This is an optimization exercise on Yosys and OpenROAD, whose aim is small area, not a production implementation. Where RTL was checked, it was by simulation tests only, not by an equivalence proof against the original. The RTL of runs 1 to 3 was laid out without a check of its function. The flow treats the clock pin as an ideal source, which a real chip does not have. No activity file was given, so power comes from the tool's default toggle rates.

==> flow/design.v <==
module a362m (
    input  wire        clk,
    input  wire        rst_n,
    input  wire        cmd_valid,
    input  wire [39:0] cmd_word,
    output wire        cmd_ready,
    output reg         done_valid,
    output wire [2:0]  done_status,
    output reg  [15:0] rd,
    output reg  [15:0] fx,
    output reg  [15:0] fy,
    output reg  [15:0] fz,
    output reg  [15:0] ft,
    output reg  [63:0] burst_buf,
    output reg  [3:0]  bufn,
    output reg  [7:0]  want,
    output reg  [7:0]  echo,
    output reg  [2:0]  status,
    output reg  [3:0]  err,
    output wire        busy,
    output wire        cs_open,
    output wire        tx_valid,
    output wire [7:0]  tx_byte,
    input  wire        rx_valid,
    input  wire [7:0]  rx_byte,
    input  wire        bus_fail
);
    localparam [4:0] OP_RD1    = 5'h01, OP_WR1   = 5'h02, OP_RD2    = 5'h03,
                     OP_WR2    = 5'h04, OP_RDB   = 5'h05, OP_DEC    = 5'h08,
                     OP_RDS8   = 5'h09, OP_RDS12 = 5'h0A, OP_RDXYZT = 5'h0B,
                     OP_WRC    = 5'h10, OP_SETB  = 5'h11, OP_SETF   = 5'h12,
                     OP_RDF    = 5'h13, OP_MEASON= 5'h14, OP_SRESET = 5'h15,
                     OP_CFGACT = 5'h18, OP_CFGINACT = 5'h19;
    localparam [2:0] ST_OK = 3'd0, ST_TF = 3'd1, ST_VM = 3'd2, ST_IF = 3'd3,
                     ST_IC = 3'd4;
    localparam [1:0] S_IDLE = 2'd0, S_XFER = 2'd1, S_GAP = 2'd2, S_LOOP = 2'd3;
    reg [1:0]  state;
    reg [2:0]  step;
    reg [3:0]  bidx;         
    reg [4:0]  op;
    reg        flag;         
    reg        al;           
    reg [7:0]  b [0:7];
    wire [39:0] c   = cmd_word;
    wire [4:0]  cop = c[39:35];
    wire z0  = (c[7:0]   == 8'd0);
    wire z1  = (c[15:8]  == 8'd0);
    wire z2  = (c[23:16] == 8'd0);
    wire z3  = (c[31:24] == 8'd0);
    wire z72 = (c[7:2]   == 6'd0);
    wire r3  = (c[34:32] == 3'd0);
    wire r2  = (c[33:32] == 2'd0);
    reg c_legal;
    always @(*) begin
        case (cop)
            OP_RD1, OP_RD2:     c_legal = r3 & z0 & z1 & z2;
            OP_WR1, OP_RDB,
            OP_WRC:             c_legal = r3 & z1 & z2;
            OP_WR2:             c_legal = r3 & z2;
            OP_DEC:             c_legal = r2 & z2 & z3;
            OP_RDS8:            c_legal = r3 & z72 & z1 & z2 & z3;
            OP_RDS12:           c_legal = r2 & z72 & z1 & z2 & z3;
            OP_RDXYZT:          c_legal = r2 & z0 & z1 & z2 & z3;
            OP_SETB, OP_RDF:    c_legal = r3 & z0 & z1;
            OP_SETF:            c_legal = r3 & z1;
            OP_MEASON,
            OP_SRESET:          c_legal = r3 & z0 & z1 & z2 & z3;
            OP_CFGACT,
            OP_CFGINACT:        c_legal = ~c[34] & ~c[32];
            default:            c_legal = 1'b0;
        endcase
    end
    wire c_ctrl_bad = !((c[31:28] == 4'h2) && (c[27:24] != 4'hF));
    reg c_inval;
    always @(*) begin
        case (cop)
            OP_RDB:      c_inval = z0 | (c[7:3] != 5'd0 && c[7:0] != 8'd8);
            OP_RDS8:     c_inval = (c[1:0] == 2'd3);
            OP_WRC, OP_SETB:
                         c_inval = c_ctrl_bad;
            OP_SETF, OP_RDF:
                         c_inval = c_ctrl_bad | z2;
            OP_CFGACT:   c_inval = (c[31:27] != 5'd0) | ~z1;
            OP_CFGINACT: c_inval = (c[31:27] != 5'd0);
            default:     c_inval = 1'b0;
        endcase
    end
    wire c_dec  = (cop == OP_DEC);
    wire c_setb = (cop == OP_SETB);
    wire c_loop = (cop == OP_SETF) | (cop == OP_RDF);
    reg [2:0] c_step;
    always @(*) begin
        case (cop)
            OP_CFGACT, OP_CFGINACT:       c_step = 3'd0;
            OP_SETB, OP_SETF, OP_MEASON:  c_step = 3'd2;
            OP_WR1, OP_WR2, OP_WRC,
            OP_SRESET:                    c_step = 3'd3;
            default:                      c_step = 3'd5;
        endcase
    end
    wire [7:0] c_b0 = c[7:0] | (c_setb ? c[23:16] : 8'h00) |
                      ((cop == OP_MEASON) ? 8'h02 : 8'h00) |
                      ((cop == OP_SRESET) ? 8'h52 : 8'h00);
    reg [7:0] c_addr;
    always @(*) begin
        case (cop)
            OP_RDS8:   c_addr = {6'b000010, c[1:0]};
            OP_RDS12:  c_addr = 8'h0E + {5'd0, c[1:0], 1'b0};
            OP_RDXYZT: c_addr = 8'h0E;
            OP_MEASON: c_addr = 8'h2D;
            OP_SRESET: c_addr = 8'h1F;
            default:   c_addr = 8'h00;
        endcase
    end
    wire [7:0] c_b1 = {c[15:12] & {4{c[34] | ~c_dec}}, c[11:8]};
    wire o_cfg   = (op[4:1] == 4'b1100);
    wire o_act   = o_cfg & ~op[0];
    wire o_setf  = (op == OP_SETF);
    wire o_rdf   = (op == OP_RDF);
    wire o_rdb   = (op == OP_RDB);
    wire o_xyzt  = (op == OP_RDXYZT);
    wire o_rds12 = (op == OP_RDS12);
    wire o_rds8  = (op == OP_RDS8);
    wire o_meas  = (op == OP_MEASON);
    wire o_srst  = (op == OP_SRESET);
    wire o_wr2   = (op == OP_WR2);
    wire o_rd2   = (op == OP_RD2);
    wire wr_frame = (step == 3'd0) | (step == 3'd1) | (step == 3'd3);
    wire off1     = (step == 3'd2) | (step == 3'd4);
    reg [7:0] f_addr;
    always @(*) begin
        case (step)
            3'd0: f_addr = o_act ? 8'h20 : 8'h23;
            3'd1: f_addr = o_act ? 8'h22 : 8'h25;
            3'd4: f_addr = 8'h27;
            default: f_addr = o_cfg ? 8'h27 : b[3];
        endcase
    end
    reg [2:0] f_lastj;
    always @(*) begin
        if (step == 3'd0 || (step == 3'd1 && !o_act) ||
            (step == 3'd3 && o_wr2) ||
            (step == 3'd5 && (o_rd2 || o_rds12)))
            f_lastj = 3'd1;
        else if (step == 3'd5 && o_xyzt) f_lastj = 3'd7;
        else if (step == 3'd5 && o_rdb)  f_lastj = b[7][2:0] - 3'd1;
        else f_lastj = 3'd0;
    end
    wire [7:0] p0 = (step == 3'd0) ? b[2] : b[0];
    wire [7:0] p1 = (step == 3'd0) ? b[3] : b[1];
    wire hdr = bidx[3];
    assign tx_byte = hdr ? (bidx[0] ? f_addr : {7'b0000101, ~wr_frame}) :
                     !wr_frame ? 8'h00 : (bidx[0] ? p1 : p0);
    assign tx_valid    = (state == S_XFER);
    assign cs_open     = tx_valid;
    assign cmd_ready   = (state == S_IDLE);
    assign busy        = !cmd_ready;
    assign done_status = status;
    wire last = !hdr && (bidx[2:0] == f_lastj);
    wire hmask = bidx[0] & ~flag & (o_rds12 | o_xyzt);
    wire [7:0] rx_eff = {rx_byte[7:4] & {4{~hmask}}, rx_byte[3:0]} &
                        (o_rdf ? b[2] : 8'hFF);
    wire [2:0] wj = bidx[2:0] + {2'b00, off1};
    wire aligning = !al & b[2][0];
    wire thermo_bad = |(b[2][7:1] & ~b[2][6:0]);
    wire val_bad = o_setf & |(b[0] & ~b[2]);
    wire rot0 = o_setf ? (al | b[2][0]) : (!al & !b[2][0]);
    wire need_vfy = o_cfg | ((op == OP_WRC || op == OP_SETB || o_setf) && b[3] == 8'h27);
    wire [7:0] cmp_b0 = (b[1] & ~(b[2] & {8{~o_cfg}})) | (b[0] & {8{~o_cfg}}) |
                        (o_cfg ? (op[0] ? (flag ? 8'h0C : 8'h04)
                                        : (flag ? 8'h03 : 8'h01)) : 8'h00);
    wire accept   = (state == S_IDLE) & cmd_valid;
    wire in_gap   = (state == S_GAP);
    wire in_loop  = (state == S_LOOP);
    wire loop_end = in_loop & bidx[3];
    wire commit   = (in_gap & (step == 3'd5) & ~o_rdf) | (loop_end & (step == 3'd6));
    wire vfy_end  = in_gap & (step == 3'd4);
    wire wr_end   = in_gap & (step == 3'd3) & ~need_vfy;
    wire chk_fail = in_loop & ~bidx[3] & aligning & (thermo_bad | val_bad);
    wire tf       = tx_valid & bus_fail;
    wire vm       = vfy_end & (b[0] != b[1]);
    wire fin_ic = accept & ~c_legal;
    wire fin_if = (accept & c_legal & c_inval) | chk_fail;
    wire fin    = fin_ic | fin_if | tf | commit | vfy_end | wr_end;
    wire [2:0] code = fin_ic ? ST_IC : fin_if ? ST_IF : tf ? ST_TF :
                      vm ? ST_VM : ST_OK;
    wire en_rd   = commit & ~o_xyzt & ~o_rdb;
    wire rd_hi   = o_rd2 | o_rds12 | (op == OP_DEC);
    wire en_xyzt = commit & o_xyzt;
    wire en_rdb  = commit & o_rdb;
    wire k_rd    = rst_n & en_rd;
    wire k_rdh   = rst_n & en_rd & rd_hi;
    wire h_rd    = rst_n & ~en_rd;
    wire k_xyzt  = rst_n & en_xyzt;
    wire h_xyzt  = rst_n & ~en_xyzt;
    wire k_vfy   = rst_n & vfy_end;
    wire h_vfy   = rst_n & ~vfy_end;
    wire k_fin   = rst_n & fin;
    wire h_fin   = rst_n & ~fin;
    wire k_bn    = rst_n & en_rdb;
    wire h_bn    = rst_n & ~en_rdb;
    wire [15:0] n_rd, n_fx, n_fy, n_fz, n_ft;
    wire [7:0]  n_want, n_echo;
    wire [3:0]  n_bufn;
    wire [2:0]  n_status;
    a362m_hold #(8)  u_rdl (.s(b[0]), .q(rd[7:0]),  .k(k_rd),  .h(h_rd), .d(n_rd[7:0]));
    a362m_hold #(8)  u_rdh (.s(b[1]), .q(rd[15:8]), .k(k_rdh), .h(h_rd), .d(n_rd[15:8]));
    a362m_hold #(64) u_f   (.s({b[7], b[6], b[5], b[4], b[3], b[2], b[1], b[0]}),
                            .q({ft, fz, fy, fx}), .k(k_xyzt), .h(h_xyzt),
                            .d({n_ft, n_fz, n_fy, n_fx}));
    a362m_hold #(16) u_we  (.s({b[1], b[0]}), .q({echo, want}), .k(k_vfy), .h(h_vfy),
                            .d({n_echo, n_want}));
    a362m_hold #(4)  u_bn  (.s(bidx), .q(bufn), .k(k_bn), .h(h_bn), .d(n_bufn));
    a362m_hold #(3)  u_st  (.s(code), .q(status), .k(k_fin), .h(h_fin), .d(n_status));
    always @(posedge clk) begin
        rd   <= n_rd;
        fx   <= n_fx;
        fy   <= n_fy;
        fz   <= n_fz;
        ft   <= n_ft;
        want <= n_want;
        echo <= n_echo;
        bufn <= n_bufn;
        status <= n_status;
        err[0] <= rst_n & (err[0] | (fin & (code == ST_TF)));
        err[1] <= rst_n & (err[1] | (fin & (code == ST_VM)));
        err[2] <= rst_n & (err[2] | (fin & (code == ST_IF)));
        err[3] <= rst_n & (err[3] | (fin & (code == ST_IC)));
        done_valid <= rst_n & fin;
    end
    genvar gi;
    generate
        for (gi = 0; gi < 8; gi = gi + 1) begin : g_burst
            wire en_i = en_rdb & (gi < bidx);
            wire k_i  = rst_n & en_i;
            wire h_i  = rst_n & ~en_i;
            wire [7:0] n_i;
            a362m_hold #(8) u_bb (.s(b[gi]), .q(burst_buf[8*gi +: 8]), .k(k_i), .h(h_i), .d(n_i));
            always @(posedge clk) burst_buf[8*gi +: 8] <= n_i;
        end
    endgenerate
    always @(posedge clk) begin
        if (!rst_n) begin
            state <= S_IDLE;
        end else begin
            case (state)
                S_IDLE: if (cmd_valid) begin
                    op    <= cop;
                    flag  <= (cop[4:1] == 4'b1100) ? c[33] : c[34];
                    b[0]  <= c_b0;
                    b[1]  <= c_b1;
                    b[2]  <= c[23:16];
                    b[3]  <= c[31:24] | c_addr;
                    b[7][2:0] <= c[2:0];
                    step  <= c_step;
                    bidx  <= c_loop ? 4'd0 : 4'd14;
                    al    <= 1'b0;
                    if (c_legal && !c_inval)
                        state <= c_dec ? S_GAP : c_loop ? S_LOOP : S_XFER;
                end
                S_XFER: begin
                    if (bus_fail) begin
                        state <= S_IDLE;
                    end else if (rx_valid) begin
                        if (!hdr && !wr_frame) b[wj] <= rx_eff;
                        bidx <= bidx + 4'd1;
                        if (last) state <= S_GAP;
                    end
                end
                S_LOOP: begin
                    if (!bidx[3]) begin
                        b[2] <= {b[2][0], b[2][7:1]};
                        if (rot0) b[0] <= {b[0][0], b[0][7:1]};
                        if (aligning) al <= 1'b1;
                        if (aligning && (thermo_bad || val_bad)) state <= S_IDLE;
                        bidx <= bidx + 4'd1;
                    end else if (step == 3'd6) begin
                        state <= S_IDLE;
                    end else begin
                        bidx  <= 4'd14;
                        state <= S_XFER;
                    end
                end
                S_GAP: begin
                    bidx <= 4'd14;
                    state <= S_XFER;
                    case (step)
                        3'd0: step <= 3'd1;
                        3'd1: step <= 3'd2;
                        3'd2: begin
                            b[0] <= cmp_b0;
                            step <= 3'd3;
                        end
                        3'd3: begin
                            if (need_vfy) step <= 3'd4;
                            else state <= S_IDLE;
                        end
                        3'd4: state <= S_IDLE;
                        default: begin
                            if (o_rdf) begin
                                step  <= 3'd6;
                                bidx  <= 4'd0;
                                al    <= 1'b0;
                                state <= S_LOOP;
                            end else begin
                                state <= S_IDLE;
                            end
                        end
                    endcase
                end
            endcase
        end
    end
endmodule
module a362m_hold #(parameter W = 8) (
    input  wire [W-1:0] s,
    input  wire [W-1:0] q,
    input  wire         k,
    input  wire         h,
    output wire [W-1:0] d
);
    assign d = (s & {W{k}}) | (q & {W{h}});
endmodule
==> flow/flow/run.sh <==
#!/bin/bash
# Standard ORFS flow (the standard.sh), with the port buffers and the
# clock tree built from smaller cells, and non-critical cells downsized.
export BUFFER_PORTS_ARGS="-buffer_cell sky130_fd_sc_hd__buf_1"
export CTS_ARGS="-sink_clustering_enable -repair_clock_nets -dont_use_dummy_load -buf_list sky130_fd_sc_hd__clkbuf_4 -sink_clustering_size 8 -sink_clustering_max_diameter 40"
export RECOVER_POWER=100
bash standard.sh > standard.log 2>&1
==> flow/standard.sh <==
#!/bin/bash
# synth_recipe.tcl (not shown) runs the flow's synth.tcl, then flattens the netlist and writes it again
# the make line also repeats each setting of config.mk as NAME=value (left out here)
make -C /OpenROAD-flow-scripts/flow DESIGN_CONFIG=/design/flow/config.mk WORK_HOME=/design/flow/orfs CLKGATE_MAP_FILE= SYNTH_SCRIPT=/design/flow/synth_recipe.tcl "${@:-finish}"
==> flow/config.mk <==
export PLATFORM = sky130hd
export DESIGN_NAME = a362m
export DESIGN_NICKNAME = a362m
export VERILOG_FILES = /design/flow/design.v
export SDC_FILE = /design/flow/constraint.sdc
export NUM_CORES = 4
export LEC_CHECK = 0
export CAP_MARGIN = 20
export CORE_MARGIN = 2
export CORE_UTILIZATION = 40
export PLACE_DENSITY = 0.6
export SLEW_MARGIN = 20
export SYNTH_HIERARCHICAL = 1
==> flow/constraint.sdc <==
create_clock -name core_clock -period 7.0 [get_ports {clk}]
set_input_delay 1.4000 -clock core_clock [delete_from_list [all_inputs] [get_ports {clk}]]
set_output_delay 1.4000 -clock core_clock [all_outputs]
set_load 0.01 [all_outputs]
==> results.yml, run 1 <==
synth:
  synth_edf_count: 78
  yosysWarnings: 7
  synthesis.nets: 1101
  syn-instance-count: 1034
  syn_area_mm2: 0.0112
  ys_seq_area_share_pct: 51.9
  ys_ff_latch: 252
  ys.flop_type: "dfxtp_1"
  synth.distinct_cells: 77
  avgSynthCellArea_um2: 10.9
  synthArstFlopShare_pct: 0
status:
  so_faults: "max-capacitance violations, max-slew violations"
  outcome: "complete, but fails checks"
power:
  power.density_mw_per_mm2: 202
  seqPwrFrac_pct: 62.6
  ir_worst_vdd_v: 0.0000938
  p_clk_share_pct: 30.1
  switching_share_pct: 25.9
  power_frac_comb_pct: 7.3
  internal_power_uw: 1850
  p_leak_uw: 0.00436
  p_sw_uw: 647
global_route:
  antenna_found_initial: 1
  grt-ovfl-total: 0
  grt_max_degree: 65
  grt_pass1_vias: 8971
  grt_pass1_wl_mm: 55.4
  grt.total_usage_pct: 24.8
layout:
  nets: 1310
  design_area_mm2: 0.0123
  syn_to_final_growth_pct: 9.90
  drive_gt1_share_pct: 6.53
  fill_cells: 2776
  layoutNonFillerInstCount: 1620
clock_tree:
  path_clk_slew_ns: 0.09
  numClockSinks: 252
  clk_latency_ns: 0.63
  cts_root_buf: "clkbuf_4"
  clockBufferDepth: 3
  htreeDepth: 2
  cts_made_buffers: 41
  cts_tree: "built"
  ctsHoldBuffers: 0
  post-cts-setup-buffer-count: 0
  ctsResizeCount: 0
critical_path:
  path_delay_family: "buffers and inverters"
  cpPeakStageDelay_ns: 2.21
  critical_path_class: "flop to flop"
  critPathRequiredTime_ns: 7.57
  worst-path-buf-inv: 2
  cp_slowest_cell: "clkbuf_1"
  worstPathMaxFanout: 64
  startpoint_type: "flop"
  crit_arrival_ns: 5.87
  end_kind: "flop"
  path_cells: "clkinv_1 -> nor2_1 -> a32o_1 -> and3_1 -> nand2_1 -> nor2_4 -> clkbuf_1 -> a22o_2"
floorplan:
  rows: 61
  start_util_pct: 40.5
  coreArea_mm2: 0.0277
  die_w_um: 172
  die_height_um: 172
  die-area_mm2: 0.0294
  boundaryPins: 240
sta:
  slew_viol_final: 83
  rsz0062_at_grt: "no"
  hold_violations: 0
  setup_tns_ns: 0
  hold-worst-slack_ns: 0.470
  setup_viol: 0
  post-route-min-period_ns: 5.30
  finClkSkew_ns: 0.0502
  slew_headroom_pct: -111
  fmax_mhz: 189
  period_share_pct: 75.7
  setup_slack_ns: 1.70
  tightestPinTransition_ns: 3.17
placement:
  dp_cells: 1578
  pre_cts_slack_ns: 2.14
  dp_hpwl_mm: 27.4
  placed_area_mm2: 0.0121
  io_buffers: 239
  gp_congestion: 0.938
route:
  drt_first_pass_iters: 6
  drt_iter0_markers: 957
  wl_met2_mm: 16.2
  highest_layer: "met4"
  vias: 9584
  drc: 0
  met1_length_mm: 16.4
  wl_per_cell_um: 23.2
  ant_nets: 0
  drt_wl_total_mm: 37.6
  wl_met3_mm: 3.49
  drt-vias-per-instance: 5.92
job:
  cap_violations: 2
hold_path:
  min_path_type: "flop to flop"
-- layout by cell type (no fill, tap or decap), drive strengths merged, types with 4 or more instances in the layout --
cell,instances
a2111oi,5
a211oi,19
a21oi,63
a221oi,7
a22o,171
a31oi,9
a32oi,5
and2,6
and3,4
buf,237
clkbuf,51
dfxtp,174
edfxtp,78
ha,14
inv,34
mux2,4
mux2i,4
mux4,8
nand2,51
nand2b,6
nand3,15
nand3b,4
nand4,8
nor2,85
nor2b,17
nor3,22
nor3b,9
nor4,13
o2111ai,5
o211ai,5
o21a,4
o21ai,30
o31ai,4
or2,4
or3,9
or4,4
xnor2,14
-- through the flow --
stage	total power (uW)	util, %
3_3_place_gp	1770	43.5
6_report	2490	44.5
5_1_grt	2590	44.5
3_5_place_dp	1770	43.5
2_1_floorplan	1700	-
4_1_cts	2510	44.7
-- worst reg2reg max path, stage by stage (launching register included) --
cell and delay (ns):
edfxtp_1 0.85, clkinv_1 0.50, nor2_1 0.27, a32o_1 0.14
and3_1 0.35, nand2_1 0.21, nor2_4 0.16, clkbuf_1 2.21
a22o_2 0.55
-- power by group through the flow --
stage / Clock (uW) / Sequential (uW) / Combinational (uW)
final: 752 / 1560 / 181
after global routing: 827 / 1560 / 197
after detailed placement: 0 / 1590 / 179
after CTS: 772 / 1560 / 179
after global placement: 0 / 1590 / 177
after floorplan: 0 / 1570 / 128
-- synth_stat cells, drive strengths merged (4+ instances only) --
cell     count  share of area, %
a31oi        9              0.50
a21oi       63               2.8
nand2       51               1.7
nor3        22               1.1
or2          4              0.22
xnor2       14               1.1
o31ai        4              0.27
inv         34               1.1
mux4         8               1.6
and3         4              0.22
nor2b       17              0.95
o2111ai      5              0.39
buf         48               4.3
a32oi        5              0.39
nand3       15              0.71
or4          4              0.30
dfxtp      174                31
o211ai       5              0.33
a2111oi      5              0.45
ha          14               1.6
clkbuf      33               1.1
nor4        13              0.72
nand4        8              0.45
nand3b       4              0.27
and2         6              0.33
o21a         4              0.27
edfxtp      78                21
nor3b        9              0.69
a22o       171                13
or3          9              0.55
nand2b       6              0.33
mux2         4              0.40
mux2i        4              0.36
nor2        85               2.8
a221oi       7              0.55
a211oi      19               1.3
o21ai       30               1.3
-- flip-flops by register name (all words and copies together) (netlist names) --
name,cells
b,64
burst_buf,64
ft,16
fx,16
fy,16
fz,16
rd,16
echo,8
want,8
op,5
bidx,4
bufn,4
err,4
status,3
step,3
state,2
al,1
done_valid,1
flag,1
-- final timing paths --
check	startpoint	end	slack [ns]	cells past startpoint
setup / recovery	bidx[3]	ft[15]	1.70	8
hold / removal	echo[1]	echo[1]	0.47	1
setup reg to reg	bidx[3]	ft[15]	1.70	8
hold reg to reg	echo[1]	echo[1]	0.47	1
-- logic make-up (layout without fill, tap and decap cells) --
group / count (synthesis) / after routing / synth area share (%)
AO/OA/AOI/OAI: 353 / 353 / 24.0
XOR/XNOR: 17 / 17 / 1.33
adder cells (fa/ha/maj): 14 / 14 / 1.56
buffers and inverters: 117 / 324 / 6.67
flip-flops: 252 / 252 / 51.9
multiplexers: 16 / 16 / 2.36
other: 0 / 1 / 0
AND/OR/NAND/NOR: 265 / 265 / 12.1
-- per-layer routing --
metal	vias up	track usage, %
li1	4340	-
met1	4621	35.4
met2	534	36.5
met3	89	4.81
met4	0	11.1
met5	-	0
-- area by class of cell --
class	instances	area [um^2]	area share (%)
diodes	1	2.50	0.0203
repair buffers	247	942	7.64
well taps	378	473	3.83
flip-flops and latches	252	5830	47.2
inverters	36	135	1.10
clock buffers	41	308	2.50
multi-input cells	665	4650	37.7
==> run 2, diff against run 1 <==
==> flow/flow/run.sh (replaced) <==
#!/bin/bash
# Standard ORFS flow (the standard.sh), with the port buffers and the
# clock tree built from smaller cells, and non-critical cells downsized
# after CTS (flow/post_cts.tcl).
export BUFFER_PORTS_ARGS="-buffer_cell sky130_fd_sc_hd__buf_1"
export CTS_ARGS="-sink_clustering_enable -repair_clock_nets -dont_use_dummy_load -buf_list sky130_fd_sc_hd__clkbuf_4 -sink_clustering_size 8 -sink_clustering_max_diameter 40"
export POST_CTS_TCL="$PWD/flow/post_cts.tcl"
bash standard.sh > standard.log 2>&1
==> flow/flow/post_cts.tcl (new file) <==
# After CTS: downsize cells off the critical paths, then repair any slew or
# capacitance limits that broke, and legalize the placement again.
estimate_parasitics -placement
repair_timing -recover_power 100 -verbose
repair_design -slew_margin 20 -cap_margin 20 -verbose
detailed_placement
check_placement -verbose
==> run 2 against run 1 <==
- now clean on timing, DRC and antenna
- register-to-register slack better by 1.4 ns
- die area stayed put
- wire length hardly changed
==> results.yml, run 2 <==
critical_path:
  critPathRequiredTime_ns: 7.32
  cpMostUsedCell: "a21oi_1"
  r2r_end: "burst_buf[36]"
  worstReg2RegStart: "bidx[3]"
  cp_num_cells: 8
  path_cells: "clkbuf_1 -> clkinv_1 -> nor3_1 -> a21oi_1 -> a32oi_1 -> a211oi_1 -> a21oi_1 -> a21oi_1"
  cpPeakStageDelay_ns: 1.05
  worst-path-buf-inv: 2
  ff2ff_path_depth: 8
  worstPathMaxFanout: 17
  cp_slowest_cell: "nor3_1"
  end_kind: "flop"
  startpoint_type: "input pin"
  path_delay_family: "buffers and inverters"
  crit_end: "b[0][6]"
  crit_arrival_ns: 4.86
  critical_path_class: "input pin to flop"
  r2r_slack_ns: 3.13
  critPathLaunch: "rst_n"
route:
  wl_met2_mm: 16.2
  drc: 0
  met1_length_mm: 16.3
  wl_per_cell_um: 23.2
  ant_nets: 0
  drt_iter0_markers: 914
  drt_wl_total_mm: 37.7
  drt-vias-per-instance: 5.92
  highest_layer: "met4"
  drt_first_pass_iters: 7
  wl_met3_mm: 3.53
  vias: 9602
sta:
  slew_viol_final: 0
  rsz0062_at_grt: "no"
  setup_tns_ns: 0
  post-route-min-period_ns: 4.54
  fmax_mhz: 220
  setup_viol: 0
  finClkSkew_ns: 0.0521
  tightestPinTransition_ns: 1.07
  setup_slack_ns: 2.46
  slew_headroom_pct: 28.4
  period_share_pct: 64.9
  hold_violations: 0
synth:
  synth.distinct_cells: 77
  yosys.area.top_type_share_pct: 31.0
  ys_seq_area_share_pct: 51.9
  avgSynthCellArea_um2: 10.9
  synth_common_cells: "dfxtp_1 (174), a22o_1 (161), nor2_1 (85), edfxtp_1 (78), a21oi_1 (63)"
  yosysTopAreaCell: "dfxtp_1"
  synth_most_common_cell: "dfxtp_1"
  syn_area_mm2: 0.0112
  ys_ff_latch: 252
  synth_edf_count: 78
  synth_area_leaders: "dfxtp_1 (31%), edfxtp_1 (21%), a22o_1 (13%)"
  synthArstFlopShare_pct: 0
  yosysWarnings: 7
  synthesis.nets: 1101
  syn-instance-count: 1034
  ys.flop_type: "dfxtp_1"
power:
  seqPwrFrac_pct: 62.6
  switching_share_pct: 26.0
  power.density_mw_per_mm2: 202
  power_frac_comb_pct: 7.2
  p_clk_share_pct: 30.2
  ir_worst_vdd_v: 0.0000936
  internal_power_uw: 1850
  p_leak_uw: 0.00438
  p_sw_uw: 648
global_route:
  grt-ovfl-total: 0
  grt_pass1_vias: 8997
  grt_pass1_wl_mm: 55.4
  grt.total_usage_pct: 24.8
  grt_max_degree: 65
  antenna_found_initial: 1
status:
  outcome: "timing/DRC/antenna clean"
placement:
  dp_hpwl_mm: 27.4
  dp_cells: 1578
  io_buffers: 239
  pre_cts_slack_ns: 2.14
  gp_congestion: 0.938
layout:
  nets: 1312
  drive_gt1_share_pct: 6.76
  syn_to_final_growth_pct: 10.2
  final_cell_mix: "buf_1 (234), dfxtp_1 (174), a22o_1 (161)"
  utilization_pct: 44.7
  fill_cells: 2772
  top_regs: "b x64, burst_buf x64"
  mostFrequentLayoutCell: "buf_1"
  layoutNonFillerInstCount: 1622
floorplan:
  rows: 61
  boundaryPins: 240
  die_w_um: 172
  start_util_pct: 40.5
  coreArea_mm2: 0.0277
  die-area_mm2: 0.0294
  die_height_um: 172
hold_path:
  hold_path_depth: 1
  min_path_type: "flop to flop"
job:
  cap_violations: 0
clock_tree:
  cts_tree: "built"
  numClockSinks: 252
  path_clk_slew_ns: 0.08
  clk_latency_ns: 0.63
## run 2: cell counts after synthesis
No cell type changed its count.
## run 2: logic make-up (layout without fill, tap and decap cells)
logic type	Yosys count	in the layout	synth area share [%]
simple gates	265	265	12.1
compound gates	353	353	24.0
flops	252	252	51.9
fa+ha+maj	14	14	1.56
xor+xnor	17	17	1.33
other cells	0	1	0
buf+inv	117	326	6.67
mux	16	16	2.36
## run 2: layer usage
metal | vias up | GRT usage (%)
li1 | 4346 | -
met1 | 4643 | 35.2
met2 | 523 | 36.5
met3 | 90 | 5.06
met4 | 0 | 11.1
met5 | - | 0
## run 2: worst reg2reg max path, delay by kind of cell, from the launching register on
family	cells	cell delay [ns]
compound gates	2	0.40
simple gates	5	2.05
buf+inv	1	0.50
flops	1	0.84
## run 2: stage by stage
step / cell area, um^2 / power, uW / hold WS, ns
2_1_floorplan: 11200 / 1700 / 0.472
3_3_place_gp: 12100 / 1770 / 0.451
6_report: 12400 / 2500 / 0.471
3_5_place_dp: 12100 / 1770 / 0.453
5_1_grt: 12400 / 2590 / 0.481
## run 2: cell type report
cell class              instances  area [um^2]  share of cell area [%]
diodes                          1         2.50                  0.0202
clock buffers                  41          308                    2.49
inverters                      36          135                    1.09
multi-input cells             665         4650                    37.6
flip-flops and latches        252         5830                    47.1
well taps                     378          473                    3.82
repair buffers                249          981                    7.93
## run 2: worst min path at each step
stage	startpoint	endpoint	slack, ns
after floorplan	bidx[2]	bufn[2]	0.47
after global placement	fx[9]	fx[9]	0.45
after detailed placement	ft[8]	ft[8]	0.45
after global routing	fy[7]	fy[7]	0.48
final	echo[1]	echo[1]	0.47
## run 2: power by group through the flow
stage / logic, uW / clock network [uW] / registers, uW
floorplan: 128 / 0 / 1570
global placement: 177 / 0 / 1590
detailed placement: 179 / 0 / 1590
global route: 197 / 827 / 1560
finish: 181 / 754 / 1560
==> run 3, diff against run 2 <==
==> flow/flow/run.sh (replaced) <==
#!/bin/bash
# Standard ORFS flow (the standard.sh), with the port buffers and the
# clock tree built from smaller cells, and non-critical cells downsized
# after CTS (flow/post_cts.tcl).
export BUFFER_PORTS_ARGS="-buffer_cell sky130_fd_sc_hd__buf_1"
export CTS_ARGS="-sink_clustering_enable -repair_clock_nets -dont_use_dummy_load -buf_list sky130_fd_sc_hd__clkbuf_4 -sink_clustering_size 10 -sink_clustering_max_diameter 50"
export POST_CTS_TCL="$PWD/flow/post_cts.tcl"
bash standard.sh > standard.log 2>&1
--- a/flow/config.mk
+++ b/flow/config.mk
@@ -8,6 +8,6 @@
 export CAP_MARGIN = 20
 export CORE_MARGIN = 2
-export CORE_UTILIZATION = 40
-export PLACE_DENSITY = 0.6
+export CORE_UTILIZATION = 60
+export PLACE_DENSITY = 0.75
 export SLEW_MARGIN = 20
 export SYNTH_HIERARCHICAL = 1
==> run 3 against run 2 <==
- still clean
- fmax up 4.3%
- total power down 4.6%
- hold slack better by 0.0055 ns
- sequential share of layout area up 1.1 points
==> results.yml, run 3 <==
status:
  outcome: "timing/DRC/antenna clean"
critical_path:
  critPathRequiredTime_ns: 5.60
  path_delay_family: "flip-flops"
  end_kind: "output pin"
  r2r_slack_ns: 2.97
  cp_slowest_cell: "edfxtp_1"
  critical_path_class: "flop to output pin"
  crit_arrival_ns: 2.96
  worstPathMaxFanout: 23
  worst-path-buf-inv: 1
  ff2ff_path_depth: 9
  path_cells: "nor3_2 -> mux4_2 -> a21oi_1 -> a31oi_1 -> buf_1"
  critPathLaunch: "step[2]"
  cpPeakStageDelay_ns: 0.73
  startpoint_type: "flop"
  r2r_end: "ft[5]"
  worstReg2RegStart: "bidx[3]"
layout:
  layoutNonFillerInstCount: 1466
  final_cell_mix: "buf_1 (234), dfxtp_1 (174), a22o_1 (161)"
  mostFrequentLayoutCell: "buf_1"
  fill_cells: 1603
  multi_input_area_mm2: 0.00465
  regArea_mm2: 0.00583
  syn_to_final_growth_pct: 7.81
  utilization_pct: 65.4
  drive_gt1_share_pct: 6.09
  top_regs: "b x64, burst_buf x64"
  nets: 1300
  design_area_mm2: 0.0121
synth:
  ys_seq_area_share_pct: 51.9
  yosysTopAreaCell: "dfxtp_1"
  syn_area_mm2: 0.0112
  synth_most_common_cell: "dfxtp_1"
  synth_area_leaders: "dfxtp_1 (31%), edfxtp_1 (21%), a22o_1 (13%)"
  yosysWarnings: 7
  synth_common_cells: "dfxtp_1 (174), a22o_1 (161), nor2_1 (85), edfxtp_1 (78), a21oi_1 (63)"
  ys.flop_type: "dfxtp_1"
  synthesis.nets: 1101
  synth.distinct_cells: 77
  synthArstFlopShare_pct: 0
  yosys.area.top_type_share_pct: 31.0
  synth_edf_count: 78
  ys_ff_latch: 252
  avgSynthCellArea_um2: 10.9
  syn-instance-count: 1034
sta:
  fmax_mhz: 230
  tightestPinTransition_ns: 1.09
  period_share_pct: 62.2
  rsz0062_at_grt: "no"
  setup_tns_ns: 0
  setup_slack_ns: 2.64
  slew_viol_final: 0
  slew_headroom_pct: 27.1
  post-route-min-period_ns: 4.36
  setup_viol: 0
  finClkSkew_ns: 0.0902
  hold_violations: 0
global_route:
  grt-ovfl-total: 0
  grt_pass1_vias: 8753
  grt.total_usage_pct: 33.4
  grt_pass1_wl_mm: 51.4
  antenna_found_initial: 1
  grt_max_degree: 57
floorplan:
  die_height_um: 141
  die_w_um: 141
  die-area_mm2: 0.0198
  rows: 50
  coreArea_mm2: 0.0185
  boundaryPins: 240
  start_util_pct: 60.6
route:
  vias: 9664
  wl_per_cell_um: 23.3
  ant_nets: 0
  drt-vias-per-instance: 6.59
  drt_wl_total_mm: 34.1
  drt_first_pass_iters: 6
  drt_iter0_markers: 1169
  drc: 0
hold_path:
  whs_endpoint: "err[3]"
  hold_path_depth: 1
  min_path_type: "flop to flop"
  hp-start: "err[3]"
power:
  ir_worst_vdd_v: 0.000128
  power.density_mw_per_mm2: 197
  p_leak_uw: 0.00433
clock_tree:
  clk_latency_ns: 0.72
  path_clk_slew_ns: 0.09
  numClockSinks: 252
  cts_tree: "built"
placement:
  dp_cells: 1433
  pre_cts_slack_ns: 2.29
  gp_congestion: 1.04
  placed_area_mm2: 0.0119
  io_buffers: 239
  dp_hpwl_mm: 25.0
job:
  cap_violations: 0
-- run 3: cell counts after synthesis --
No cell type changed its count.
-- run 3: final cells by class --
cell class                      count  area share (%)
Antenna cell                        1          0.0207
Tap cell                          234            2.42
Sequential cell                   252            48.1
Timing Repair Buffer              248            7.99
Clock buffer                       30            1.86
Multi-Input combinational cell    665            38.5
Inverter                           36            1.12
-- run 3: power by group --
group / total, uW / switching [uW] / internal, uW / leakage (uW)
logic: 179 / 120 / 59.4 / 0.00207
clock network: 642 / 446 / 195 / 0.000138
registers: 1560 / 39.2 / 1520 / 0.00212
total: 2380 / 605 / 1780 / 0.00433
-- run 3: worst max path at each step --
stage,end,slack (ns),cells past startpoint
floorplan,status[0],3.51,8
global placement,b[0][5],2.41,5
detailed placement,b[0][5],2.29,5
global route,b[0][6],2.41,8
finish,tx_byte[1],2.64,5
-- run 3: metrics by stage --
stage	hold WS (ns)	power (uW)
floorplan	0.472	1700
global placement	0.450	1760
detailed placement	0.454	1760
global route	0.491	2460
finish	0.476	2380
-- run 3: cell families after synthesis --
logic type / Yosys count / synth area share (%)
simple gates: 265 / 12.1
compound gates: 353 / 24.0
fa+ha+maj: 14 / 1.56
xor+xnor: 17 / 1.33
mux: 16 / 2.36
buf+inv: 117 / 6.67
flops: 252 / 51.9
-- run 3: layer usage --
metal  GRT usage [%]  routed length [um]  up-vias
met1            47.5               13900     4615
met5               0                   0        -
li1                -                   -     4320
met4            14.0                1550        0
met3            6.28                3640       95
met2            50.3               15000      634
==> run 4, diff against run 3 <==
--- a/flow/design.v
+++ b/flow/design.v
@@ -39,5 +39,4 @@
     reg [3:0]  bidx;         
     reg [4:0]  op;
-    reg        flag;         
     reg        al;           
     reg [7:0]  b [0:7];
@@ -114,4 +113,5 @@
     end
     wire [7:0] c_b1 = {c[15:12] & {4{c[34] | ~c_dec}}, c[11:8]};
+    wire flag    = b[7][3];
     wire o_cfg   = (op[4:1] == 4'b1100);
     wire o_act   = o_cfg & ~op[0];
@@ -183,6 +183,5 @@
     wire fin_if = (accept & c_legal & c_inval) | chk_fail;
     wire fin    = fin_ic | fin_if | tf | commit | vfy_end | wr_end;
-    wire [2:0] code = fin_ic ? ST_IC : fin_if ? ST_IF : tf ? ST_TF :
-                      vm ? ST_VM : ST_OK;
+    wire [2:0] code = {fin_ic, fin_if | vm, fin_if | tf};
     wire en_rd   = commit & ~o_xyzt & ~o_rdb;
     wire rd_hi   = o_rd2 | o_rds12 | (op == OP_DEC);
@@ -223,8 +222,8 @@
         bufn <= n_bufn;
         status <= n_status;
-        err[0] <= rst_n & (err[0] | (fin & (code == ST_TF)));
-        err[1] <= rst_n & (err[1] | (fin & (code == ST_VM)));
-        err[2] <= rst_n & (err[2] | (fin & (code == ST_IF)));
-        err[3] <= rst_n & (err[3] | (fin & (code == ST_IC)));
+        err[0] <= rst_n & (err[0] | tf);
+        err[1] <= rst_n & (err[1] | vm);
+        err[2] <= rst_n & (err[2] | fin_if);
+        err[3] <= rst_n & (err[3] | fin_ic);
         done_valid <= rst_n & fin;
     end
@@ -247,10 +246,9 @@
                 S_IDLE: if (cmd_valid) begin
                     op    <= cop;
-                    flag  <= (cop[4:1] == 4'b1100) ? c[33] : c[34];
                     b[0]  <= c_b0;
                     b[1]  <= c_b1;
                     b[2]  <= c[23:16];
                     b[3]  <= c[31:24] | c_addr;
-                    b[7][2:0] <= c[2:0];
+                    b[7][3:0] <= {(cop[4:1] == 4'b1100) ? c[33] : c[34], c[2:0]};
                     step  <= c_step;
                     bidx  <= c_loop ? 4'd0 : 4'd14;
==> flow/flow/run.sh (replaced) <==
#!/bin/bash
# Standard ORFS flow (the standard.sh), with the port buffers and the
# clock tree built from smaller cells, and non-critical cells downsized
# after CTS (flow/post_cts.tcl).
export BUFFER_PORTS_ARGS="-buffer_cell sky130_fd_sc_hd__buf_1"
export CTS_ARGS="-sink_clustering_enable -repair_clock_nets -dont_use_dummy_load -buf_list sky130_fd_sc_hd__clkbuf_4 -sink_clustering_size 8 -sink_clustering_max_diameter 40"
export POST_CTS_TCL="$PWD/flow/post_cts.tcl"
bash standard.sh > standard.log 2>&1
--- a/flow/config.mk
+++ b/flow/config.mk
@@ -8,6 +8,6 @@
 export CAP_MARGIN = 20
 export CORE_MARGIN = 2
-export CORE_UTILIZATION = 60
-export PLACE_DENSITY = 0.75
+export CORE_UTILIZATION = 70
+export PLACE_DENSITY = 0.8
 export SLEW_MARGIN = 20
 export SYNTH_HIERARCHICAL = 1
==> run 4 against run 3 <==
- sequential power about the same
- die area is 14% lower
- hold slack got worse by 0.0063 ns
- largest cell class unchanged
==> results.yml, run 4 <==
global_route:
  grt-ovfl-total: 0
  grt_max_degree: 43
  grt_pass1_wl_mm: 48.4
  antenna_found_initial: 1
  grt.total_usage_pct: 37.4
  grt_pass1_vias: 8799
synth:
  synth_top_family_by_area: "compound AO/OA/AOI/OAI gates"
  yosysWarnings: 7
  synth_common_cells: "dfxtp_1 (174), a22o_1 (163), edfxtp_1 (77), nor2_1 (61), nand2_1 (56)"
  synthAdderAreaFrac_pct: 1.57
  ys.flop_type: "dfxtp_1"
  yosysTopAreaCell: "dfxtp_1"
  synth_xor_area_share_pct: 1.33
  synth_most_common_cell: "dfxtp_1"
  avgSynthCellArea_um2: 11.0
  ys_ff_latch: 251
  synth_edf_count: 77
  muxShareOfSynthArea_pct: 2.75
  ys_seq_area_share_pct: 52.0
  synthesis.nets: 1078
  synth-simple-area-share_pct: 10.7
  synth.distinct_cells: 77
  synth_compound_area_share_pct: 24.7
  syn_area_mm2: 0.0112
  yosys.area.top_type_share_pct: 31.2
  synth_area_leaders: "dfxtp_1 (31%), edfxtp_1 (21%), a22o_1 (13%)"
  synthArstFlopShare_pct: 0
  syn-instance-count: 1011
job:
  cap_violations: 0
clock_tree:
  numClockSinks: 251
  cts_tree: "built"
  clk_latency_ns: 0.64
  path_clk_slew_ns: 0.08
sta:
  post-route-min-period_ns: 4.52
  setup_viol: 0
  hold-worst-slack_ns: 0.470
  tightestPinTransition_ns: 1.04
  slew_headroom_pct: 29.1
  setup_tns_ns: 0
  period_share_pct: 64.6
  setup_slack_ns: 2.48
  finClkSkew_ns: 0.0887
  rsz0062_at_grt: "no"
  fmax_mhz: 221
  slew_viol_final: 0
  hold_violations: 0
layout:
  final_cell_mix: "buf_1 (235), dfxtp_1 (174), a22o_1 (163)"
  nets: 1295
  top_regs: "b x64, burst_buf x64"
  mostFrequentLayoutCell: "buf_1"
  syn_to_final_growth_pct: 8.39
  drive_gt1_share_pct: 6.61
power:
  power_frac_comb_pct: 7.3
  p_leak_uw: 0.00440
  p_clk_share_pct: 28.8
  internal_power_uw: 1830
  seqPwrFrac_pct: 64.0
  ir_worst_vdd_v: 0.000192
  p_sw_uw: 606
  power.density_mw_per_mm2: 201
  switching_share_pct: 24.9
critical_path:
  crit_end: "tx_byte[0]"
  cpPeakStageDelay_ns: 0.81
  r2r_slack_ns: 3.44
  r2r_end: "b[3][3]"
  worstPathMaxFanout: 21
  critPathLaunch: "op[2]"
  end_kind: "output pin"
  critical_path_class: "flop to output pin"
  path_cells: "nand4bb_1 -> nand2b_1 -> o32ai_1 -> a21oi_1 -> a22o_1 -> buf_1"
  critPathRequiredTime_ns: 5.60
  crit_arrival_ns: 3.12
  ff2ff_path_depth: 9
  cp_slowest_cell: "nand4bb_1"
  startpoint_type: "flop"
  worstReg2RegStart: "step[2]"
floorplan:
  start_util_pct: 71.0
  die_w_um: 130
  die-area_mm2: 0.0170
  rows: 46
  boundaryPins: 240
  die_height_um: 130
  coreArea_mm2: 0.0157
route:
  wl_per_cell_um: 22.8
  drt-vias-per-instance: 6.70
  drt_iter0_markers: 1331
  drt_wl_total_mm: 32.8
  ant_nets: 0
  vias: 9675
  drc: 0
  drt_first_pass_iters: 5
hold_path:
  min_path_type: "flop to flop"
placement:
  io_buffers: 239
  dp_hpwl_mm: 23.7
  gp_congestion: 1.02
  pre_cts_slack_ns: 2.82
status:
  outcome: "timing/DRC/antenna clean"
[run 4: cell types whose count changed after synthesis, moves of 8 or more]
cell	delta
o21a_1	+8
a21oi_1	-15
nor2b_1	-11
inv_1	+10
o21ai_0	+13
nor2_1	-24
[run 4: worst min path at each step]
stage / startpoint / endpoint / slack, ns / cells after the start
finish: err[2] / err[2] / 0.47 / 1
global route: rd[3] / rd[3] / 0.49 / 1
detailed placement: want[6] / want[6] / 0.45 / 1
global placement: ft[12] / ft[12] / 0.45 / 1
floorplan: bidx[2] / bufn[2] / 0.47 / 1
[run 4: cell type report]
class                           count  area [um^2]
Clock buffer                       38          285
Antenna cell                        1         2.50
Timing Repair Buffer              253          995
Multi-Input combinational cell    640         4580
Tap cell                          216          270
Inverter                           44          165
Sequential cell                   251         5800
Fill cell                        1128         3620
[run 4: power groups by stage]
| stage | Clock, uW | Combinational (uW) | Sequential [uW] |
|---|---|---|---|
| after detailed placement | 0 | 171 | 1590 |
| after floorplan | 0 | 126 | 1560 |
| after global placement | 0 | 169 | 1590 |
| final | 700 | 177 | 1560 |
| after global routing | 761 | 191 | 1560 |
[run 4: kinds of logic (layout without fill, tap and decap cells)]
group	Yosys count	in the layout
adders and majority gates	14	14
AOI/OAI and AO/OA	362	362
and+or+nand+nor	227	227
buffers and inverters	120	335
DFF	251	251
muxes	20	20
other	0	1
xor gates and xnor gates	17	17
[run 4: worst max-delay path, delay by kind of cell (launching register included)]
family	cells	cell delay, ns
compound gates	3	0.62
simple gates	2	1.28
buf+inv	1	0.16
flops	1	0.51
[run 4: per-stage QoR]
stage	utilization (%)	std cells	power (uW)	cell area (um^2)
detailed placement	75.1	1401	1760	11800
global route	77.0	1443	2510	12100
floorplan	-	1011	1690	11200
finish	77.0	1443	2430	12100
global placement	75.1	1401	1750	11800
[run 4: metal layers]
layer,vias up,global-route usage (%),share of wire [%]
met1,4496,51.3,38
met2,747,57.6,45
met4,0,17.0,4.8
met3,153,7.87,12
li1,4279,-,-
met5,-,0,0
==> run 5, diff against run 4 <==
--- a/flow/config.mk
+++ b/flow/config.mk
@@ -8,6 +8,6 @@
 export CAP_MARGIN = 20
 export CORE_MARGIN = 2
-export CORE_UTILIZATION = 70
-export PLACE_DENSITY = 0.8
+export CORE_UTILIZATION = 60
+export PLACE_DENSITY = 0.75
 export SLEW_MARGIN = 20
 export SYNTH_HIERARCHICAL = 1
==> run 5 against run 4 <==
- sequential share of layout area down 0.24 points
- core utilization down 9.8 points
- hold slack worse by 0.0035 ns
- combinational power about the same
- clock-buffer cell count up 3
- critical endpoint unchanged
- largest cell class unchanged
- largest power group unchanged
==> results.yml, run 5 <==
status:
  outcome: "timing/DRC/antenna clean"
synth:
  ys_seq_area_share_pct: 52.0
  syn-instance-count: 1011
  yosysWarnings: 7
  synth_most_common_cell: "dfxtp_1"
  ys.flop_type: "dfxtp_1"
  synth_common_cells: "dfxtp_1 (174), a22o_1 (163), edfxtp_1 (77), nor2_1 (61), nand2_1 (56)"
  synth.distinct_cells: 77
  ys_ff_latch: 251
  syn_area_mm2: 0.0112
  yosys.area.top_type_share_pct: 31.2
  synthArstFlopShare_pct: 0
  yosysTopAreaCell: "dfxtp_1"
  synthesis.nets: 1078
  synth_edf_count: 77
  avgSynthCellArea_um2: 11.0
  synth_area_leaders: "dfxtp_1 (31%), edfxtp_1 (21%), a22o_1 (13%)"
placement:
  placed_area_mm2: 0.0118
  dp_hpwl_mm: 23.4
  io_buffers: 239
  gp_congestion: 1.00
  pre_cts_slack_ns: 2.84
critical_path:
  worstPathMaxFanout: 21
  path_cells: "nand4bb_1 -> nand2b_1 -> o32ai_1 -> a21oi_1 -> a22o_1 -> buf_1"
  ff2ff_path_depth: 8
  cpPeakStageDelay_ns: 0.85
  cp_slowest_cell: "nand4bb_1"
  critPathRequiredTime_ns: 5.60
  startpoint_type: "flop"
  worstReg2RegStart: "step[2]"
  r2r_slack_ns: 3.50
  end_kind: "output pin"
  crit_arrival_ns: 3.23
  critPathLaunch: "op[2]"
  critical_path_class: "flop to output pin"
  r2r_end: "b[2][7]"
hold_path:
  hold_path_depth: 1
  min_path_type: "flop to flop"
  hp-start: "err[3]"
  whs_endpoint: "err[3]"
clock_tree:
  cts_tree: "built"
  path_clk_slew_ns: 0.07
  clk_latency_ns: 0.66
  numClockSinks: 251
sta:
  setup_viol: 0
  rsz0062_at_grt: "no"
  tightestPinTransition_ns: 0.997
  finClkSkew_ns: 0.108
  fmax_mhz: 216
  slew_headroom_pct: 33.3
  period_share_pct: 66.2
  slew_viol_final: 0
  setup_tns_ns: 0
  hold_violations: 0
  post-route-min-period_ns: 4.63
  setup_slack_ns: 2.37
route:
  drt-vias-per-instance: 6.43
  drt_wl_total_mm: 32.6
  ant_nets: 0
  wl_per_cell_um: 22.3
  drc: 0
  vias: 9398
  drt_iter0_markers: 1002
  drt_first_pass_iters: 5
floorplan:
  start_util_pct: 61.7
  rows: 49
  die_w_um: 140
  boundaryPins: 240
  die-area_mm2: 0.0197
  die_height_um: 140
  coreArea_mm2: 0.0181
layout:
  nets: 1300
  drive_gt1_share_pct: 7.07
  design_area_mm2: 0.0122
  final_cell_mix: "buf_1 (235), dfxtp_1 (174), a22o_1 (163)"
  top_regs: "b x64, burst_buf x64"
  syn_to_final_growth_pct: 8.93
  mostFrequentLayoutCell: "buf_1"
power:
  ir_worst_vdd_v: 0.000123
  power.density_mw_per_mm2: 202
  p_leak_uw: 0.00443
global_route:
  grt_pass1_vias: 8647
  grt-ovfl-total: 0
  grt.total_usage_pct: 32.1
  grt_max_degree: 44
  antenna_found_initial: 2
  grt_pass1_wl_mm: 49.7
job:
  cap_violations: 0
run 5: critical path, delay by kind of cell (launching register included):
kind,cells,cell delay [ns]
AOI/OAI and AO/OA,3,0.62
buffers and inverters,1,0.16
DFF,1,0.51
and+or+nand+nor,2,1.34
run 5: worst max path at each step:
stage | end | cells after the start
5_1_grt | tx_byte[0] | 6
6_report | tx_byte[0] | 6
3_3_place_gp | status[2] | 9
3_5_place_dp | status[0] | 11
2_1_floorplan | status[0] | 11
run 5: kinds of logic (layout without fill, tap and decap cells):
kind of cell	count (synthesis)	count (layout)	synth area share, %
DFF	251	251	52.0
xor gates and xnor gates	17	17	1.33
buffers and inverters	120	340	7.04
muxes	20	20	2.75
AOI/OAI and AO/OA	362	362	24.7
other	0	1	0
adders and majority gates	14	14	1.57
and+or+nand+nor	227	227	10.7
run 5: layout make-up:
class	instances	area, um^2
Sequential cell	251	5800
Multi-Input combinational cell	640	4580
Clock buffer	41	308
Timing Repair Buffer	255	1010
Tap cell	229	287
Fill cell	1489	5930
Inverter	44	165
Antenna cell	1	2.50
run 5: per-stage QoR:
step,total power [uW],instances,hold WS [ns],util [%]
5_1_grt,2540,1461,0.479,67.2
3_3_place_gp,1760,1413,0.448,65.3
6_report,2460,1461,0.466,67.2
2_1_floorplan,1690,1011,0.472,-
3_5_place_dp,1760,1413,0.451,65.3
run 5: where the power goes:
part / total [uW] / internal, uW / switching, uW / leakage (uW)
combinational: 177 / 62.1 / 115 / 0.00214
clock: 724 / 269 / 455 / 0.000189
sequential: 1560 / 1520 / 40.2 / 0.00211
total: 2460 / 1850 / 610 / 0.00443
run 5: per-layer routing:
metal	vias up	wire [um]	part of all wire (%)	global-route usage [%]
met1	4474	13500	41	45.3
met4	0	949	2.9	10.3
met3	82	3080	9.4	5.54
met5	-	0	0	0
met2	554	15100	46	50.9
li1	4288	-	-	-
==> run 6, diff against run 5 <==
==> flow/flow/run.sh (replaced) <==
#!/bin/bash
# Standard ORFS flow (the standard.sh), with the port buffers and the
# clock tree built from smaller cells, and non-critical cells downsized
# after CTS (flow/post_cts.tcl).
export BUFFER_PORTS_ARGS="-buffer_cell sky130_fd_sc_hd__buf_1"
export CTS_ARGS="-sink_clustering_enable -repair_clock_nets -dont_use_dummy_load -buf_list sky130_fd_sc_hd__clkbuf_4 -sink_clustering_size 10 -sink_clustering_max_diameter 40"
export POST_CTS_TCL="$PWD/flow/post_cts.tcl"
bash standard.sh > standard.log 2>&1
--- a/flow/config.mk
+++ b/flow/config.mk
@@ -8,6 +8,6 @@
 export CAP_MARGIN = 20
 export CORE_MARGIN = 2
-export CORE_UTILIZATION = 60
-export PLACE_DENSITY = 0.75
+export CORE_UTILIZATION = 70
+export PLACE_DENSITY = 0.8
 export SLEW_MARGIN = 20
 export SYNTH_HIERARCHICAL = 1
==> run 6 against run 5 <==
- still clean on timing, DRC and antenna
- sequential cell count did not move
- fmax rose by 1.1%
- critical path depth shrank 1
- sequential share of layout area rose by 0.35 points
- core utilization grew 9.6 points
- global-route usage increased by 4.7 points
- setup slack improved by 0.048 ns
- wire length decreased by 0.32%
- hold slack better by 0.0080 ns
- via count rose by 1.5%
- non-clock buffer count shrank 1
==> results.yml, run 6 <==
synth:
  synthesis.nets: 1078
  synth_most_common_cell: "dfxtp_1"
  synth_area_leaders: "dfxtp_1 (31%), edfxtp_1 (21%), a22o_1 (13%)"
  yosys.area.top_type_share_pct: 31.2
  yosysTopAreaCell: "dfxtp_1"
  synth_common_cells: "dfxtp_1 (174), a22o_1 (163), edfxtp_1 (77), nor2_1 (61), nand2_1 (56)"
  syn-instance-count: 1011
  yosysWarnings: 7
  avgSynthCellArea_um2: 11.0
  syn_area_mm2: 0.0112
  synth.distinct_cells: 77
  ys_ff_latch: 251
  synth_edf_count: 77
  ys.flop_type: "dfxtp_1"
  synthArstFlopShare_pct: 0
  ys_seq_area_share_pct: 52.0
sta:
  setup_tns_ns: 0
  finClkSkew_ns: 0.0731
  rsz0062_at_grt: "no"
  period_share_pct: 65.5
  hold_violations: 0
  setup_viol: 0
  slew_viol_final: 0
  slew_headroom_pct: 27.5
  tightestPinTransition_ns: 1.08
  fmax_mhz: 218
  post-route-min-period_ns: 4.59
power:
  p_sw_uw: 590
  power.density_mw_per_mm2: 196
  ir_worst_vdd_v: 0.000180
  p_total_uw: 2370
  internal_power_uw: 1780
  p_clk_share_pct: 26.8
  power_frac_comb_pct: 7.5
  switching_share_pct: 24.9
  seqPwrFrac_pct: 65.7
  p_leak_uw: 0.00438
layout:
  final_cell_mix: "buf_1 (235), dfxtp_1 (174), a22o_1 (163)"
  multi_input_area_mm2: 0.00458
  design_area_mm2: 0.0121
  drive_gt1_share_pct: 6.15
  mostFrequentLayoutCell: "buf_1"
  fill_cells: 1126
  syn_to_final_growth_pct: 8.14
  top_regs: "b x64, burst_buf x64"
  regArea_mm2: 0.00580
  nets: 1289
critical_path:
  path_cells: "nor3_2 -> mux4_2 -> a21oi_1 -> a31oi_1 -> buf_1"
  startpoint_type: "flop"
  ff2ff_path_depth: 8
  cpPeakStageDelay_ns: 0.73
  end_kind: "output pin"
  worstPathMaxFanout: 22
  cp_slowest_cell: "nor3_2"
  worstReg2RegStart: "bidx[3]"
  r2r_slack_ns: 3.41
  critical_path_class: "flop to output pin"
  crit_arrival_ns: 3.19
  r2r_end: "fz[13]"
  critPathRequiredTime_ns: 5.60
floorplan:
  die_height_um: 130
  die_w_um: 130
  rows: 46
  coreArea_mm2: 0.0157
  start_util_pct: 71.0
  boundaryPins: 240
  die-area_mm2: 0.0170
placement:
  io_buffers: 239
  dp_hpwl_mm: 23.7
  placed_area_mm2: 0.0118
  gp_congestion: 1.02
route:
  drt_iter0_markers: 1223
  vias: 9537
  drt-vias-per-instance: 6.64
  wl_per_cell_um: 22.6
  drt_wl_total_mm: 32.5
  drc: 0
  ant_nets: 0
  drt_first_pass_iters: 8
hold_path:
  whs_endpoint: "err[2]"
  hold_path_depth: 1
  hp-start: "err[2]"
  min_path_type: "flop to flop"
global_route:
  antenna_found_initial: 1
  grt_max_degree: 30
  grt-ovfl-total: 0
  grt.total_usage_pct: 36.8
  grt_pass1_vias: 8683
  grt_pass1_wl_mm: 47.9
clock_tree:
  numClockSinks: 251
  cts_tree: "built"
  clk_latency_ns: 0.70
  path_clk_slew_ns: 0.10
status:
  outcome: "timing/DRC/antenna clean"
job:
  cap_violations: 0
[run 6: cell counts after synthesis]
Identical to the previous run, type by type.
[run 6: per-layer routing]
metal / up-vias / part of all wire, % / track usage (%)
li1: 4261 / - / -
met1: 4487 / 39 / 50.9
met2: 658 / 45 / 57.5
met3: 131 / 11 / 7.09
met4: 0 / 4.6 / 15.1
met5: - / 0 / 0
[run 6: cell families (layout without fill, tap and decap cells)]
logic type      after synthesis  count (layout)  synth area share (%)
compound gates              362             362                  24.7
flops                       251             251                  52.0
simple gates                227             227                  10.7
buf+inv                     120             329                  7.04
mux                          20              20                  2.75
xor+xnor                     17              17                  1.33
fa+ha+maj                    14              14                  1.57
other cells                   0               1                     0
[run 6: how the worst max path moves through the flow]
stage | start | end | cells after the start
2_1_floorplan | cmd_word[36] | status[0] | 11
3_3_place_gp | cmd_word[36] | status[2] | 11
3_5_place_dp | cmd_word[36] | status[1] | 11
5_1_grt | step[2] | tx_byte[1] | 5
6_report | step[2] | tx_byte[1] | 5
[run 6: through the flow]
step                      util, %  worst slack (ns)  std cells  hold WS (ns)
after floorplan                 -              3.42       1011         0.472
after global placement       75.1              2.94       1401         0.450
after detailed placement     75.1              2.82       1401         0.452
after global routing         76.8              2.22       1437         0.491
final                        76.8              2.41       1437         0.474
[run 6: cell type report]
type	count	area share, %
tap	216	2.24
sequential	251	48.0
antenna	1	0.0207
clock buffer	31	1.93
multi-input combinational	640	37.9
inverter	44	1.37
timing repair buffer	254	8.45
[run 6: worst max-delay path: cells and delay by family, from the launching register on]
family                 cells  cell delay (ns)
AOI/OAI and AO/OA          2             0.30
DFF                        1             0.69
muxes                      1             0.60
buffers and inverters      1             0.20
and+or+nand+nor            1             0.73
[run 6: power by group through the flow]
| stage | Clock [uW] | Combinational, uW | Sequential (uW) |
|---|---|---|---|
| after global routing | 690 | 192 | 1560 |
| after detailed placement | 0 | 171 | 1590 |
| after floorplan | 0 | 126 | 1560 |
| final | 636 | 178 | 1560 |
| after global placement | 0 | 169 | 1590 |
==> run 7, diff against run 6 <==
==> flow/flow/run.sh (replaced) <==
#!/bin/bash
# Standard ORFS flow (the standard.sh), with the port buffers and the
# clock tree built from smaller cells, and non-critical cells downsized
# after CTS (flow/post_cts.tcl).
export BUFFER_PORTS_ARGS="-buffer_cell sky130_fd_sc_hd__buf_1"
export CTS_ARGS="-sink_clustering_enable -repair_clock_nets -dont_use_dummy_load -buf_list sky130_fd_sc_hd__clkbuf_4 -sink_clustering_size 12 -sink_clustering_max_diameter 35"
export POST_CTS_TCL="$PWD/flow/post_cts.tcl"
bash standard.sh > standard.log 2>&1
==> run 7 against run 6 <==
- via count is 0.10% higher
- combinational power hardly changed
- sequential power hardly changed
- global-route usage is 0.65 points higher
- sequential share of layout area hardly changed
- critical path depth is 1 higher
- clock-buffer cell count is 3 higher
- setup slack better by 0.076 ns
- wire length is 0.77% higher
- core utilization hardly changed
- non-clock buffer count stayed put
- clock power is 5.2% higher
- largest power group unchanged
- highest routed layer unchanged
==> results.yml, run 7 <==
synth:
  ys_seq_area_share_pct: 52.0
  synth_area_leaders: "dfxtp_1 (31%), edfxtp_1 (21%), a22o_1 (13%)"
  synth_common_cells: "dfxtp_1 (174), a22o_1 (163), edfxtp_1 (77), nor2_1 (61), nand2_1 (56)"
  yosysTopAreaCell: "dfxtp_1"
  syn_area_mm2: 0.0112
  yosysWarnings: 7
  syn-instance-count: 1011
  synth_edf_count: 77
  yosys.area.top_type_share_pct: 31.2
  synthesis.nets: 1078
  synthArstFlopShare_pct: 0
  ys_ff_latch: 251
  ys.flop_type: "dfxtp_1"
  synth.distinct_cells: 77
  avgSynthCellArea_um2: 11.0
  synth_most_common_cell: "dfxtp_1"
critical_path:
  end_kind: "output pin"
  startpoint_type: "flop"
  crit_arrival_ns: 3.11
  ff2ff_path_depth: 7
  critical_path_class: "flop to output pin"
  worstReg2RegStart: "step[1]"
  path_cells: "nand4bb_1 -> nand2b_1 -> o32ai_1 -> a21oi_1 -> a22o_1 -> buf_1"
  critPathRequiredTime_ns: 5.60
  r2r_slack_ns: 3.47
  r2r_end: "fz[13]"
  cp_slowest_cell: "nand4bb_1"
  worstPathMaxFanout: 21
  cpPeakStageDelay_ns: 0.80
global_route:
  grtUsageMet3_pct: 8.12
  grt_max_degree: 43
  grt.total_usage_pct: 37.5
  grt.met1_usage_pct: 51.6
  grt.busiest_layer: "met2"
  grt-ovfl-total: 0
  grt_pass1_wl_mm: 48.2
  grt_pass1_vias: 8664
  antenna_found_initial: 1
  grtUsageMet2_pct: 58.2
sta:
  setup_viol: 0
  fmax_mhz: 222
  slew_viol_final: 0
  rsz0062_at_grt: "no"
  setup_tns_ns: 0
  hold_violations: 0
  slew_headroom_pct: 29.1
  tightestPinTransition_ns: 1.04
  finClkSkew_ns: 0.0825
  post-route-min-period_ns: 4.51
  period_share_pct: 64.4
power:
  p_total_uw: 2400
  p_sw_uw: 601
  p_leak_uw: 0.00439
  seqPwrFrac_pct: 64.8
  internal_power_uw: 1800
  p_clk_share_pct: 27.9
  ir_worst_vdd_v: 0.000171
  power_frac_comb_pct: 7.3
  power.density_mw_per_mm2: 199
  switching_share_pct: 25.0
clock_tree:
  path_clk_slew_ns: 0.08
  cts_tree: "built"
  clk_latency_ns: 0.64
  numClockSinks: 251
layout:
  layoutNonFillerInstCount: 1440
  drive_gt1_share_pct: 6.30
  syn_to_final_growth_pct: 8.12
  top_regs: "b x64, burst_buf x64"
  final_cell_mix: "buf_1 (235), dfxtp_1 (174), a22o_1 (163)"
  mostFrequentLayoutCell: "buf_1"
  nets: 1292
route:
  drt-vias-per-instance: 6.63
  vias: 9547
  drt_wl_total_mm: 32.8
  drt_first_pass_iters: 6
  wl_per_cell_um: 22.8
  drt_iter0_markers: 1084
  ant_nets: 0
  drc: 0
placement:
  dp_hpwl_mm: 23.7
  gp_congestion: 1.02
  dp_cells: 1401
  io_buffers: 239
hold_path:
  whs_endpoint: "ft[12]"
  hp-start: "ft[12]"
  hold_path_depth: 1
  min_path_type: "flop to flop"
floorplan:
  die-area_mm2: 0.0170
  boundaryPins: 240
  rows: 46
  start_util_pct: 71.0
  die_w_um: 130
  die_height_um: 130
  coreArea_mm2: 0.0157
job:
  cap_violations: 0
status:
  outcome: "timing/DRC/antenna clean"
-- run 7: cell types whose count changed in the layout (fill, tap and decap cells not counted) --
cell      change
buf_2         +1
buf_16        -1
nor3_2        -1
clkbuf_4      +3
buf_4         +1
clkbuf_2      -1
nor3_1        +1
-- run 7: logic make-up (layout without fill, tap and decap cells) --
logic type      after synthesis  count (layout)  share of synthesized area, %
mux                          20              20                          2.75
xor+xnor                     17              17                          1.33
simple gates                227             227                          10.7
compound gates              362             362                          24.7
buf+inv                     120             332                          7.04
fa+ha+maj                    14              14                          1.57
other cells                   0               1                             0
flops                       251             251                          52.0
-- run 7: per-stage QoR --
| step | area, um^2 | utilization [%] | hold slack, ns | setup WS, ns |
|---|---|---|---|---|
| 2_1_floorplan | 11200 | - | 0.472 | 3.42 |
| 3_3_place_gp | 11800 | 75.1 | 0.450 | 2.94 |
| 3_5_place_dp | 11800 | 75.1 | 0.452 | 2.82 |
| 5_1_grt | 12100 | 76.8 | 0.485 | 2.35 |
| 6_report | 12100 | 76.8 | 0.473 | 2.49 |
-- run 7: critical path, delay by kind of cell (launching register included) --
family,cells,cell delay [ns]
AOI/OAI and AO/OA,3,0.61
buffers and inverters,1,0.16
DFF,1,0.50
and+or+nand+nor,2,1.26
-- run 7: layer usage --
metal	vias up	wire length, um
li1	4267	-
met1	4431	12600
met2	729	14900
met3	120	4030
met4	0	1240
met5	-	0
-- run 7: how the worst max path moves through the flow --
stage,startpoint,to,slack (ns),cells after the start
floorplan,cmd_word[36],status[0],3.42,11
global placement,cmd_word[36],status[2],2.94,11
detailed placement,cmd_word[36],status[1],2.82,11
global route,op[2],tx_byte[0],2.35,6
finish,op[2],tx_byte[0],2.49,6
-- run 7: power groups by stage --
stage	sequential [uW]	clock (uW)	combinational (uW)
after floorplan	1560	0	126
after global placement	1590	0	169
after detailed placement	1590	0	171
after global routing	1560	722	190
final	1560	669	176
-- run 7: final cells by class --
type / count / area, um^2
tap: 216 / 270
inverter: 44 / 165
clock buffer: 34 / 255
sequential: 251 / 5800
multi-input combinational: 640 / 4570
antenna: 1 / 2.50
fill: 1129 / 3650
timing repair buffer: 254 / 1000

what the ideal ports hide:
The flow's constraints put no driver on any port. The routed layouts listed below were extracted and timed again, unchanged, in two steps.
Step 1: set_driving_cell puts a clkbuf_16 on clk and a buf_2 on each other input, an assumption about the parent block.
Step 2, shift: input delay + t, output delay - t, t = (earliest + latest rising clock arrival at the registers) / 2. This alone moves slack from input paths to output paths.
a / b / c = ideal / step 1 / step 2; a / b = the first two.
run	t, ns	slack for setup (ns)	clock arrival spread, ns	pins driven straight from the clock port
run 1	0.662	1.700 / 1.700 / 1.700	0.070 / 0.070	1
run 2	0.660	2.457 / 2.464 / 1.804	0.065 / 0.065	1
run 3	0.712	2.644 / 2.605 / 1.972	0.090 / 0.091	1
run 4	0.626	2.480 / 2.439 / 2.556	0.102 / 0.102	1
run 5	0.653	2.365 / 2.323 / 2.614	0.108 / 0.108	1
run 6	0.709	2.413 / 2.373 / 2.580	0.077 / 0.076	1
run 7	0.638	2.489 / 2.448 / 2.562	0.083 / 0.082	1
The setup slack of run 3, which loses most, moves by -0.039 ns with the drivers and by -0.672 ns with both steps.
